From an optimization exercise on the open Yosys and OpenROAD flow, aimed at small area; shortcuts taken in it are not production practice. Only simulation tests tie the RTL to the original design; equivalence was not proved. Power figures rest on the tool's default switching activity, not on a simulated workload.

## v23
==> flow/design.v <==
module dxl_framer (
    input  wire        clk,
    input  wire        rst,
    input  wire        tick,
    input  wire        start,
    input  wire        open_ok,
    input  wire        acc_valid,
    input  wire [31:0] acc_data,
    input  wire        vel_valid,
    input  wire [31:0] vel_data,
    input  wire        pos_valid,
    input  wire [31:0] pos_data,
    output wire        tx_valid,
    output reg  [7:0]  tx_data,
    output wire        tx_last,
    input  wire        tx_ready,
    input  wire        tx_done,
    input  wire        tx_fail,
    output wire        configured,
    output wire        halted,
    output wire        busy,
    output wire        rpt_valid,
    output wire [1:0]  rpt_code,
    output wire [2:0]  rpt_step
);
  localparam [7:0] DRIVE_MODE_VALUE     = 8'h00;
  localparam [7:0] OPERATING_MODE_VALUE = 8'h04;
  localparam [6:0] SETTLE_CFG_TICKS     = 7'd101;
  localparam [6:0] SETTLE_MOT_TICKS     = 7'd21;
  reg        c_q, b_q, h_q;
  reg  [1:0] k;         
  reg        snd;       
  reg        wt;        
  reg  [6:0] cnt;       
  reg        pend;
  reg        rpt;
  reg [31:0] xa, xv, xp;    
  reg [31:0] sa, sv, sp;    
  reg [15:0] crc;
  assign configured = c_q;
  assign busy       = b_q;
  assign halted     = h_q;
  assign rpt_valid  = rpt;
  assign rpt_code   = h_q ? {snd, ~snd} : 2'd3;
  assign rpt_step   = {1'b0, k};
  wire        any  = acc_valid | vel_valid | pos_valid;
  wire        idle = c_q & ~b_q;
  wire        go   = idle & (pend | any);
  wire [31:0] xa_n = acc_valid ? acc_data : xa;
  wire [31:0] xv_n = vel_valid ? vel_data : xv;
  wire [31:0] xp_n = pos_valid ? pos_data : xp;
  wire [2:0] bitc  = cnt[2:0];
  wire [3:0] bytec = cnt[6:3];
  wire       sending = b_q & snd;
  wire [3:0] last    = c_q ? 4'd15 : 4'd12;
  wire       is_last = (bytec == last);
  wire       is_crc  = c_q ? (bytec[3:1] == 3'b111) : (bytec[3:2] == 2'b11) | (bytec == 4'd11);
  wire       offer   = sending & ~wt & (bitc == 3'd7);
  wire       take    = offer & tx_ready;
  wire       answer  = sending & tx_done;
  assign tx_valid = offer;
  assign tx_last  = is_last;
  reg [31:0] s_k;
  always @(*) begin
    case (k)
      2'd0:    s_k = sa;
      2'd1:    s_k = sv;
      default: s_k = sp;
    endcase
  end
  reg [7:0] addr_lo, cfg_val;
  always @(*) begin
    case ({c_q, k})
      3'b000: begin addr_lo = 8'h40; cfg_val = 8'h00; end
      3'b001: begin addr_lo = 8'h0A; cfg_val = DRIVE_MODE_VALUE; end
      3'b010: begin addr_lo = 8'h0B; cfg_val = OPERATING_MODE_VALUE; end
      3'b011: begin addr_lo = 8'h40; cfg_val = 8'h01; end
      3'b100: begin addr_lo = 8'h6C; cfg_val = 8'h00; end
      3'b101: begin addr_lo = 8'h70; cfg_val = 8'h00; end
      default: begin addr_lo = 8'h74; cfg_val = 8'h00; end
    endcase
  end
  always @(*) begin
    case (bytec)
      4'd0, 4'd1: tx_data = 8'hFF;
      4'd2:       tx_data = 8'hFD;
      4'd5:       tx_data = c_q ? 8'h09 : 8'h06;
      4'd7:       tx_data = 8'h03;
      4'd8:       tx_data = addr_lo;
      4'd10:      tx_data = c_q ? s_k[7:0]   : cfg_val;
      4'd11:      tx_data = c_q ? s_k[15:8]  : crc[7:0];
      4'd12:      tx_data = c_q ? s_k[23:16] : crc[15:8];
      4'd13:      tx_data = s_k[31:24];
      4'd14:      tx_data = crc[7:0];
      4'd15:      tx_data = crc[15:8];
      default:    tx_data = 8'h00;
    endcase
  end
  wire        dbit   = tx_data[~bitc];
  wire        fb     = crc[15] ^ dbit;
  wire [15:0] crc_sh = {crc[14:0], 1'b0} ^ (fb ? 16'h8005 : 16'h0000);
  wire        crc_en = sending & ~wt & ~is_crc & ((bitc != 3'd7) | tx_ready);
  wire [6:0] target = c_q ? SETTLE_MOT_TICKS : SETTLE_CFG_TICKS;
  wire       settled = (cnt == target);
  always @(posedge clk) begin
    if (!sending)
      crc <= 16'h0000;
    else if (crc_en)
      crc <= crc_sh;
    if (go) begin
      sa <= xa_n;
      sv <= xv_n;
      sp <= xp_n;
    end
    if (rst) begin
      c_q  <= 1'b0;
      b_q  <= 1'b0;
      h_q  <= 1'b0;
      k    <= 2'd0;
      snd  <= 1'b0;
      rpt  <= 1'b0;
      pend <= 1'b0;
      xa   <= 32'd0;
      xv   <= 32'd0;
      xp   <= 32'd0;
    end else begin
      xa   <= xa_n;
      xv   <= xv_n;
      xp   <= xp_n;
      pend <= ~idle & (pend | any);
      rpt  <= 1'b0;
      if (~c_q & ~b_q & ~h_q) begin
        if (start) begin
          if (open_ok) begin
            b_q <= 1'b1;
            snd <= 1'b1;
            wt  <= 1'b0;
            cnt <= 7'd0;
          end else begin
            h_q <= 1'b1;
            rpt <= 1'b1;
          end
        end
      end else if (go) begin
        b_q <= 1'b1;
        k   <= 2'd0;
        snd <= 1'b1;
        wt  <= 1'b0;
        cnt <= 7'd0;
      end else if (b_q) begin
        if (snd) begin
          if (answer) begin
            if (tx_fail & ~c_q) begin
              b_q <= 1'b0;
              h_q <= 1'b1;
              rpt <= 1'b1;
            end else begin
              rpt <= tx_fail;
              snd <= 1'b0;
              cnt <= 7'd0;
            end
          end else if (take & is_last) begin
            wt <= 1'b1;
          end else if ((bitc != 3'd7) | take) begin
            cnt <= cnt + 7'd1;
          end
        end else if (settled) begin
          if (k == (c_q ? 2'd2 : 2'd3)) begin
            b_q <= 1'b0;
            c_q <= 1'b1;
          end else begin
            k   <= k + 2'd1;
            snd <= 1'b1;
            wt  <= 1'b0;
            cnt <= 7'd0;
          end
        end else if (tick) begin
          cnt <= cnt + 7'd1;
        end
      end
    end
  end
endmodule
==> flow/config.mk <==
export PLATFORM = sky130hd
export DESIGN_NAME = dxl_framer
export DESIGN_NICKNAME = dxl_framer
export VERILOG_FILES = /design/flow/design.v
export SDC_FILE = /design/flow/constraint.sdc
export NUM_CORES = 4
export LEC_CHECK = 0
export CAP_MARGIN = 20
export CORE_MARGIN = 2
export CORE_UTILIZATION = 40
export SLEW_MARGIN = 20
==> flow/constraint.sdc <==
create_clock -name core_clock -period 10.0 [get_ports {clk}]
set_input_delay 2.0000 -clock core_clock [delete_from_list [all_inputs] [get_ports {clk}]]
set_output_delay 2.0000 -clock core_clock [all_outputs]
set_load 0.01 [all_outputs]
run.sh (not shown) runs the stock make flow with config.mk's settings and CLKGATE_MAP_FILE= SYNTH_SCRIPT=/design/flow/synth_recipe.tcl, a recipe that flattens the netlist after the stock synthesis.
v23: flow completed, timing, DRC and antenna clean
Edits applied to the flow inputs when going from v23 to v32:
-- flow/design.v --
<<< v23, line 37
  reg [31:0] xa, xv, xp;    
  reg [31:0] sa, sv, sp;    
  reg [15:0] crc;
  assign configured = c_q;
>>> v32, line 37
  reg [31:0] xa, xv, xp;    
  reg [31:0] sa, sv, sp;    
  reg  [2:0] z;             
  reg  [2:0] sz;            
  reg [15:0] crc;
  assign configured = c_q;
<<< v23, line 47
  wire        idle = c_q & ~b_q;
  wire        go   = idle & (pend | any);
  wire [31:0] xa_n = acc_valid ? acc_data : xa;
  wire [31:0] xv_n = vel_valid ? vel_data : xv;
  wire [31:0] xp_n = pos_valid ? pos_data : xp;
  wire [2:0] bitc  = cnt[2:0];
  wire [3:0] bytec = cnt[6:3];
>>> v32, line 49
  wire        idle = c_q & ~b_q;
  wire        go   = idle & (pend | any);
  wire        snap = b_q & c_q & snd & (k == 2'd0) & (cnt == 7'd0);
  wire [2:0] bitc  = cnt[2:0];
  wire [3:0] bytec = cnt[6:3];
<<< v23, line 64
  always @(*) begin
    case (k)
      2'd0:    s_k = sa;
      2'd1:    s_k = sv;
      default: s_k = sp;
    endcase
  end
>>> v32, line 64
  always @(*) begin
    case (k)
      2'd0:    s_k = sz[0] ? 32'd0 : sa;
      2'd1:    s_k = sz[1] ? 32'd0 : sv;
      default: s_k = sz[2] ? 32'd0 : sp;
    endcase
  end
<<< v23, line 108
    else if (crc_en)
      crc <= crc_sh;
    if (go) begin
      sa <= xa_n;
      sv <= xv_n;
      sp <= xp_n;
    end
    if (rst) begin
>>> v32, line 108
    else if (crc_en)
      crc <= crc_sh;
    if (acc_valid) xa <= acc_data;
    if (vel_valid) xv <= vel_data;
    if (pos_valid) xp <= pos_data;
    if (snap) begin
      sa <= xa;
      sv <= xv;
      sp <= xp;
      sz <= z;
    end
    if (rst) begin
<<< v23, line 121
      rpt  <= 1'b0;
      pend <= 1'b0;
      xa   <= 32'd0;
      xv   <= 32'd0;
      xp   <= 32'd0;
    end else begin
      xa   <= xa_n;
      xv   <= xv_n;
      xp   <= xp_n;
      pend <= ~idle & (pend | any);
      rpt  <= 1'b0;
>>> v32, line 125
      rpt  <= 1'b0;
      pend <= 1'b0;
      z    <= 3'b111;
    end else begin
      z    <= z & ~{pos_valid, vel_valid, acc_valid};
      pend <= ~idle & (pend | any);
      rpt  <= 1'b0;
Notes after the runs:
Ratio of final minimum period to clock period up 0.27 points in v32 wrt v23. Area fraction in compound gates after synthesis in v32 vs v23: up 0.29 points. Summary of v32 over v23: number of vias in the routed layout shrank by 13%, vertical die dimension shrank by about 3.3%. In the metrics for v32 and v23, the one carrying the lower clock share of power is v32. v32 against v23: power held steady; standard-cell row count shrank by 2; met2 usage grew by 0.46 points; area of all sequential standard cells grew by 0.0011 sq mm; synthesized area shrank by about 6.6%. v23 reports its worst setup path endpoint as tx_data[6] while v32 reports tx_data[5]. Diff v23..v32 | proportion of synthesized flip-flops having asynchronous set or reset | unchanged. Compared with v23, in v32 die area has decreased, signal arrival time at the worst endpoint has increased.

========
Another version of the RTL of dxl_framer (not shown whole).
Size: ~470 cells after synthesis.
==> module dxl_cnt_next, before the edit <==
module dxl_cnt_next (
    input  wire       inc,
    input  wire       hold,
    input  wire [6:0] cnt,
    output wire [6:0] d
);
  wire [6:0] cnt1 = cnt + 7'd1;
  assign d = ({7{inc}} & cnt1) | ({7{hold}} & cnt);
endmodule
==> module dxl_framer, before the edit <==
module dxl_framer (
    input  wire        clk,
    input  wire        rst,
    input  wire        tick,
    input  wire        start,
    input  wire        open_ok,
    input  wire        acc_valid,
    input  wire [31:0] acc_data,
    input  wire        vel_valid,
    input  wire [31:0] vel_data,
    input  wire        pos_valid,
    input  wire [31:0] pos_data,
    output wire        tx_valid,
    output reg  [7:0]  tx_data,
    output wire        tx_last,
    input  wire        tx_ready,
    input  wire        tx_done,
    input  wire        tx_fail,
    output wire        configured,
    output wire        halted,
    output wire        busy,
    output wire        rpt_valid,
    output wire [1:0]  rpt_code,
    output wire [2:0]  rpt_step
);
  localparam [7:0] DRIVE_MODE_VALUE     = 8'h00;
  localparam [7:0] OPERATING_MODE_VALUE = 8'h04;
  reg        c_q, b_q, h_q;
  reg  [1:0] k;         
  reg        snd;       
  reg        wt;        
  reg  [6:0] cnt;       
  reg        pend;
  reg        rpt;
  reg [31:0] xa, xv, xp;    
  reg [31:0] sa, sv, sp;    
  reg  [2:0] z;             
  reg  [2:0] sz;            
  reg [15:0] crc;
  assign configured = c_q;
  assign busy       = b_q;
  assign halted     = h_q;
  assign rpt_valid  = rpt;
  assign rpt_code   = h_q ? {snd, ~snd} : 2'd3;
  assign rpt_step   = {1'b0, k};
  wire       any  = acc_valid | vel_valid | pos_valid;
  wire       idle = c_q & ~b_q;
  wire       go   = idle & (pend | any);
  wire [2:0] bitc    = cnt[2:0];
  wire [3:0] bytec   = cnt[6:3];
  wire       bit7    = (bitc == 3'd7);
  wire       sending = b_q & snd;
  wire       silent  = ~c_q & (bytec[3:2] == 2'b11 ? ~bytec[1] : (bytec == 4'd11));
  wire       is_crc  = (bytec[3:1] == 3'b111);
  wire       is_last = is_crc & bytec[0];
  wire       offer   = sending & ~wt & bit7 & ~silent;
  wire       take    = offer & tx_ready;
  wire       answer  = sending & tx_done;
  wire       snap = b_q & c_q & snd & (k == 2'd0) & (cnt == 7'd0);
  assign tx_valid = offer;
  assign tx_last  = is_last;
  wire       pay_on = c_q & ((bytec[3:2] == 2'b10) ? bytec[1] : (bytec[3:1] == 3'b110));
  wire [1:0] j      = {~bytec[1], bytec[0]};    
  wire [2:0] kon    = {(k == 2'd2) & ~sz[2], (k == 2'd1) & ~sz[1], (k == 2'd0) & ~sz[0]};
  wire [3:0]  jon = {4{pay_on}} & {j == 2'd3, j == 2'd2, j == 2'd1, j == 2'd0};
  wire [11:0] sel = {{4{kon[2]}} & jon, {4{kon[1]}} & jon, {4{kon[0]}} & jon};
  wire [7:0]  pay;
  genvar gi;
  generate
    for (gi = 0; gi < 8; gi = gi + 1) begin : g_pay
      dxl_or12 u_or12 (
        .sel(sel),
        .d({sp[24+gi], sp[16+gi], sp[8+gi], sp[gi],
            sv[24+gi], sv[16+gi], sv[8+gi], sv[gi],
            sa[24+gi], sa[16+gi], sa[8+gi], sa[gi]}),
        .y(pay[gi]));
    end
  endgenerate
  reg [7:0] hdr;
  always @(*) begin
    case (bytec)
      4'd0, 4'd1: hdr = 8'hFF;
      4'd2:       hdr = 8'hFD;
      4'd5:       hdr = c_q ? 8'h09 : 8'h06;
      4'd7:       hdr = 8'h03;
      4'd8:
        case ({c_q, k})
          3'b000, 3'b011: hdr = 8'h40;
          3'b001:  hdr = 8'h0A;
          3'b010:  hdr = 8'h0B;
          3'b100:  hdr = 8'h6C;
          3'b101:  hdr = 8'h70;
          default: hdr = 8'h74;
        endcase
      4'd10:
        case ({c_q, k})
          3'b001:  hdr = DRIVE_MODE_VALUE;
          3'b010:  hdr = OPERATING_MODE_VALUE;
          3'b011:  hdr = 8'h01;
          default: hdr = 8'h00;
        endcase
      default:    hdr = 8'h00;
    endcase
  end
  always @(*)
    tx_data = hdr | pay
                  | ({8{bytec == 4'd14}} & crc[7:0])
                  | ({8{bytec == 4'd15}} & crc[15:8]);
  wire        dbit   = tx_data[~bitc];
  wire        fb     = crc[15] ^ dbit;
  wire [15:0] crc_sh = {crc[14:0], 1'b0} ^ (fb ? 16'h8005 : 16'h0000);
  wire        crc_en = sending & ~wt & ~is_crc & ~silent & (~bit7 | tx_ready);
  wire       settled = cnt[0] & cnt[2] & (c_q ? cnt[4] : (cnt[5] & cnt[6]));
  wire       cnt_clr = (~c_q & ~b_q & ~h_q & start & open_ok) | go
                     | (b_q & snd & answer) | (b_q & ~snd & settled);
  wire       cnt_inc = ~cnt_clr & b_q & (snd ? (~(take & is_last) & (~bit7 | take | silent)) : tick);
  wire [6:0] cnt_d;
  dxl_cnt_next u_cnt_next (.inc(cnt_inc), .hold(~cnt_clr & ~cnt_inc), .cnt(cnt), .d(cnt_d));
  always @(posedge clk) begin
    cnt <= cnt_d;
    if (!sending)
      crc <= 16'h0000;
    else if (crc_en)
      crc <= crc_sh;
    if (acc_valid) xa <= acc_data;
    if (vel_valid) xv <= vel_data;
    if (pos_valid) xp <= pos_data;
    if (snap) begin
      sa <= xa;
      sv <= xv;
      sp <= xp;
      sz <= z;
    end
    if (rst) begin
      c_q  <= 1'b0;
      b_q  <= 1'b0;
      h_q  <= 1'b0;
      k    <= 2'd0;
      snd  <= 1'b0;
      rpt  <= 1'b0;
      pend <= 1'b0;
      z    <= 3'b111;
    end else begin
      z    <= z & ~{pos_valid, vel_valid, acc_valid};
      pend <= ~idle & (pend | any);
      rpt  <= 1'b0;
      if (~c_q & ~b_q & ~h_q) begin
        if (start) begin
          if (open_ok) begin
            b_q <= 1'b1;
            snd <= 1'b1;
            wt  <= 1'b0;
          end else begin
            h_q <= 1'b1;
            rpt <= 1'b1;
          end
        end
      end else if (go) begin
        b_q <= 1'b1;
        k   <= 2'd0;
        snd <= 1'b1;
        wt  <= 1'b0;
      end else if (b_q) begin
        if (snd) begin
          if (answer) begin
            if (tx_fail & ~c_q) begin
              b_q <= 1'b0;
              h_q <= 1'b1;
              rpt <= 1'b1;
            end else begin
              rpt <= tx_fail;
              snd <= 1'b0;
            end
          end else if (take & is_last) begin
            wt <= 1'b1;
          end
        end else if (settled) begin
          if (k == (c_q ? 2'd2 : 2'd3)) begin
            b_q <= 1'b0;
            c_q <= 1'b1;
          end else begin
            k   <= k + 2'd1;
            snd <= 1'b1;
            wt  <= 1'b0;
          end
        end
      end
    end
  end
endmodule
==> flow/config.mk <==
export PLATFORM = sky130hd
export DESIGN_NAME = dxl_framer
export DESIGN_NICKNAME = dxl_framer
export VERILOG_FILES = /design/flow/design.v
export SDC_FILE = /design/flow/constraint.sdc
export NUM_CORES = 4
export LEC_CHECK = 0
export CAP_MARGIN = 20
export CORE_MARGIN = 2
export CORE_UTILIZATION = 72
export SLEW_MARGIN = 20
==> flow/constraint.sdc <==
create_clock -name core_clock -period 10.0 [get_ports {clk}]
set_input_delay 2.0000 -clock core_clock [delete_from_list [all_inputs] [get_ports {clk}]]
set_output_delay 2.0000 -clock core_clock [all_outputs]
set_load 0.01 [all_outputs]
standard.sh (not shown) runs the stock make flow with config.mk's settings and CLKGATE_MAP_FILE= SYNTH_SCRIPT=/design/flow/synth_recipe.tcl, a recipe that flattens the netlist after the stock synthesis.
==> flow/flow/run.sh <==
#!/bin/bash
# Own layout flow:
#  3. the standard layout (standard.sh) of that netlist, with buf_1
#     port buffers and a clock tree of small clusters of clkbuf_4.
# Each tool's output is in its own log file in this folder.
set -euo pipefail
W=$(pwd)
P=$FLOW_PLATFORM

bash standard.sh synth > synth_ref.log 2>&1
mv orfs orfs_ref
cp orfs_ref/results/$P/dxl_framer/base/1_2_yosys.v ref_synth.v

ffs() { grep -E '^\s*sky130_fd_sc_hd__\S*df\S*\s' "$1" | awk '{print $1, $2}' | sort; }
area() { grep 'Chip area' "$1" | tail -1 | awk '{print $NF}'; }

NETLIST=$W/ref_synth.v
BEST=$(area orfs_ref/reports/$P/dxl_framer/base/synth_stat.txt)
echo "reference: $BEST" > netlist_choice.log
for S in flow/abc_*.abc; do
  for MODE in flat hier; do
    N=$(basename $S .abc)_$MODE
    EXTRA=""
    [ $MODE = hier ] && EXTRA="SYNTH_HIERARCHICAL=1 SYNTH_MINIMUM_KEEP_SIZE=0"
    if MY_ABC_SCRIPT=$W/$S make -C "$FLOW_HOME" DESIGN_CONFIG=$W/config.mk \
        WORK_HOME=$W/orfs_syn_$N CLKGATE_MAP_FILE= SYNTH_SCRIPT=$W/flow/my_synth.tcl \
        $EXTRA synth > synth_$N.log 2>&1 \
      && python3 flow/match_ffs.py ref_synth.v \
        orfs_syn_$N/results/$P/dxl_framer/base/1_2_yosys.v synth_$N.v > match_$N.log 2>&1 \
      && cmp -s <(ffs ref_synth.v) <(ffs synth_$N.v); then
      # the whole design's area: the last "Chip area" line of the report
      A=$(area orfs_syn_$N/reports/$P/dxl_framer/base/synth_stat.txt)
      echo "$N: $A" >> netlist_choice.log
      if awk -v a="$A" -v b="$BEST" 'BEGIN { exit !(a < b) }'; then
        BEST=$A; NETLIST=$W/synth_$N.v
      fi
    else
      echo "$N: not used (synthesis failed or flip-flops differ)" >> netlist_choice.log
    fi
  done
done
echo "using $NETLIST ($BEST)" >> netlist_choice.log

export SYNTH_NETLIST_FILES=$NETLIST
export BUFFER_PORTS_ARGS="-buffer_cell sky130_fd_sc_hd__buf_1"
export CTS_ARGS="-sink_clustering_enable -repair_clock_nets -buf_list sky130_fd_sc_hd__clkbuf_4 -sink_clustering_size 10 -sink_clustering_max_diameter 40 -dont_use_dummy_load"
bash standard.sh > standard_flow.log 2>&1
Other scripts of this flow, unchanged in this note and not shown: flow/flow/abc_a.abc, flow/flow/abc_f.abc, flow/flow/abc_g.abc, flow/flow/match_ffs.py, flow/flow/my_synth.tcl
Change:
--- a/flow/design.v
+++ b/flow/design.v
@@ -6,21 +6,12 @@
   wire [11:0] t  = sel & d;
   wire        g0 = t[0] | t[1] | t[2];
   wire        g1 = t[3] | t[4] | t[5];
   wire        g2 = t[6] | t[7] | t[8];
   wire        g3 = t[9] | t[10] | t[11];
   assign y = (g0 | g1) | (g2 | g3);
-endmodule
-module dxl_cnt_next (
-    input  wire       inc,
-    input  wire       hold,
-    input  wire [6:0] cnt,
-    output wire [6:0] d
-);
-  wire [6:0] cnt1 = cnt + 7'd1;
-  assign d = ({7{inc}} & cnt1) | ({7{hold}} & cnt);
 endmodule
 module dxl_framer (
     input  wire        clk,
     input  wire        rst,
     input  wire        tick,
     input  wire        start,
@@ -129,19 +120,13 @@
                   | ({8{bytec == 4'd15}} & crc[15:8]);
   wire        dbit   = tx_data[~bitc];
   wire        fb     = crc[15] ^ dbit;
   wire [15:0] crc_sh = {crc[14:0], 1'b0} ^ (fb ? 16'h8005 : 16'h0000);
   wire        crc_en = sending & ~wt & ~is_crc & ~silent & (~bit7 | tx_ready);
   wire       settled = cnt[0] & cnt[2] & (c_q ? cnt[4] : (cnt[5] & cnt[6]));
-  wire       cnt_clr = (~c_q & ~b_q & ~h_q & start & open_ok) | go
-                     | (b_q & snd & answer) | (b_q & ~snd & settled);
-  wire       cnt_inc = ~cnt_clr & b_q & (snd ? (~(take & is_last) & (~bit7 | take | silent)) : tick);
-  wire [6:0] cnt_d;
-  dxl_cnt_next u_cnt_next (.inc(cnt_inc), .hold(~cnt_clr & ~cnt_inc), .cnt(cnt), .d(cnt_d));
   always @(posedge clk) begin
-    cnt <= cnt_d;
     if (!sending)
       crc <= 16'h0000;
     else if (crc_en)
       crc <= crc_sh;
     if (acc_valid) xa <= acc_data;
     if (vel_valid) xv <= vel_data;
@@ -168,44 +153,52 @@
       if (~c_q & ~b_q & ~h_q) begin
         if (start) begin
           if (open_ok) begin
             b_q <= 1'b1;
             snd <= 1'b1;
             wt  <= 1'b0;
+            cnt <= 7'd0;
           end else begin
             h_q <= 1'b1;
             rpt <= 1'b1;
           end
         end
       end else if (go) begin
         b_q <= 1'b1;
         k   <= 2'd0;
         snd <= 1'b1;
         wt  <= 1'b0;
+        cnt <= 7'd0;
       end else if (b_q) begin
         if (snd) begin
           if (answer) begin
             if (tx_fail & ~c_q) begin
               b_q <= 1'b0;
               h_q <= 1'b1;
               rpt <= 1'b1;
             end else begin
               rpt <= tx_fail;
               snd <= 1'b0;
+              cnt <= 7'd0;
             end
           end else if (take & is_last) begin
             wt <= 1'b1;
+          end else if (~bit7 | take | silent) begin
+            cnt <= cnt + 7'd1;
           end
         end else if (settled) begin
           if (k == (c_q ? 2'd2 : 2'd3)) begin
             b_q <= 1'b0;
             c_q <= 1'b1;
           end else begin
             k   <= k + 2'd1;
             snd <= 1'b1;
             wt  <= 1'b0;
+            cnt <= 7'd0;
           end
+        end else if (tick) begin
+          cnt <= cnt + 7'd1;
         end
       end
     end
   end
 endmodule
Effect:
- worst setup slack is better by 0.13 ns
- fmax increases by 2.4%
- synthesized area increases by about 0.8%
- die area increases by 0.75%
- clock-buffer cell count increases by 1
- via count increases by 1.1%
- sequential share of layout area increases by 0.18 points

## what the ideal ports hide
How much do the figures lean on ideal ports? The routed layouts below were timed once more, with nothing changed but the port constraints.
Step 1 (the two cells are an assumption about what drives the block):
set clk [get_ports {clk}]
set_driving_cell -lib_cell sky130_fd_sc_hd__clkbuf_16 $clk
set_driving_cell -lib_cell sky130_fd_sc_hd__buf_2 [delete_from_list [all_inputs] $clk]
Step 2 also shifts input and output timing later by t, the mid clock arrival at the registers, as if the neighbouring blocks saw the same clock.
a / b / c = no drivers / after step 1 / after step 2; a / b = the first two.
run	t, ns	setup WS [ns]	worst data-port slew with drivers (ns)
v23	0.565	4.096 / 4.052 / 4.617	0.04
v32	0.571	4.070 / 4.025 / 4.596	0.04
the first run of note 2	0.635	4.380 / 4.348 / 4.983	0.04
the second run of note 2	0.645	4.513 / 4.480 / 5.072	0.05
After both steps every run listed still meets setup and hold.
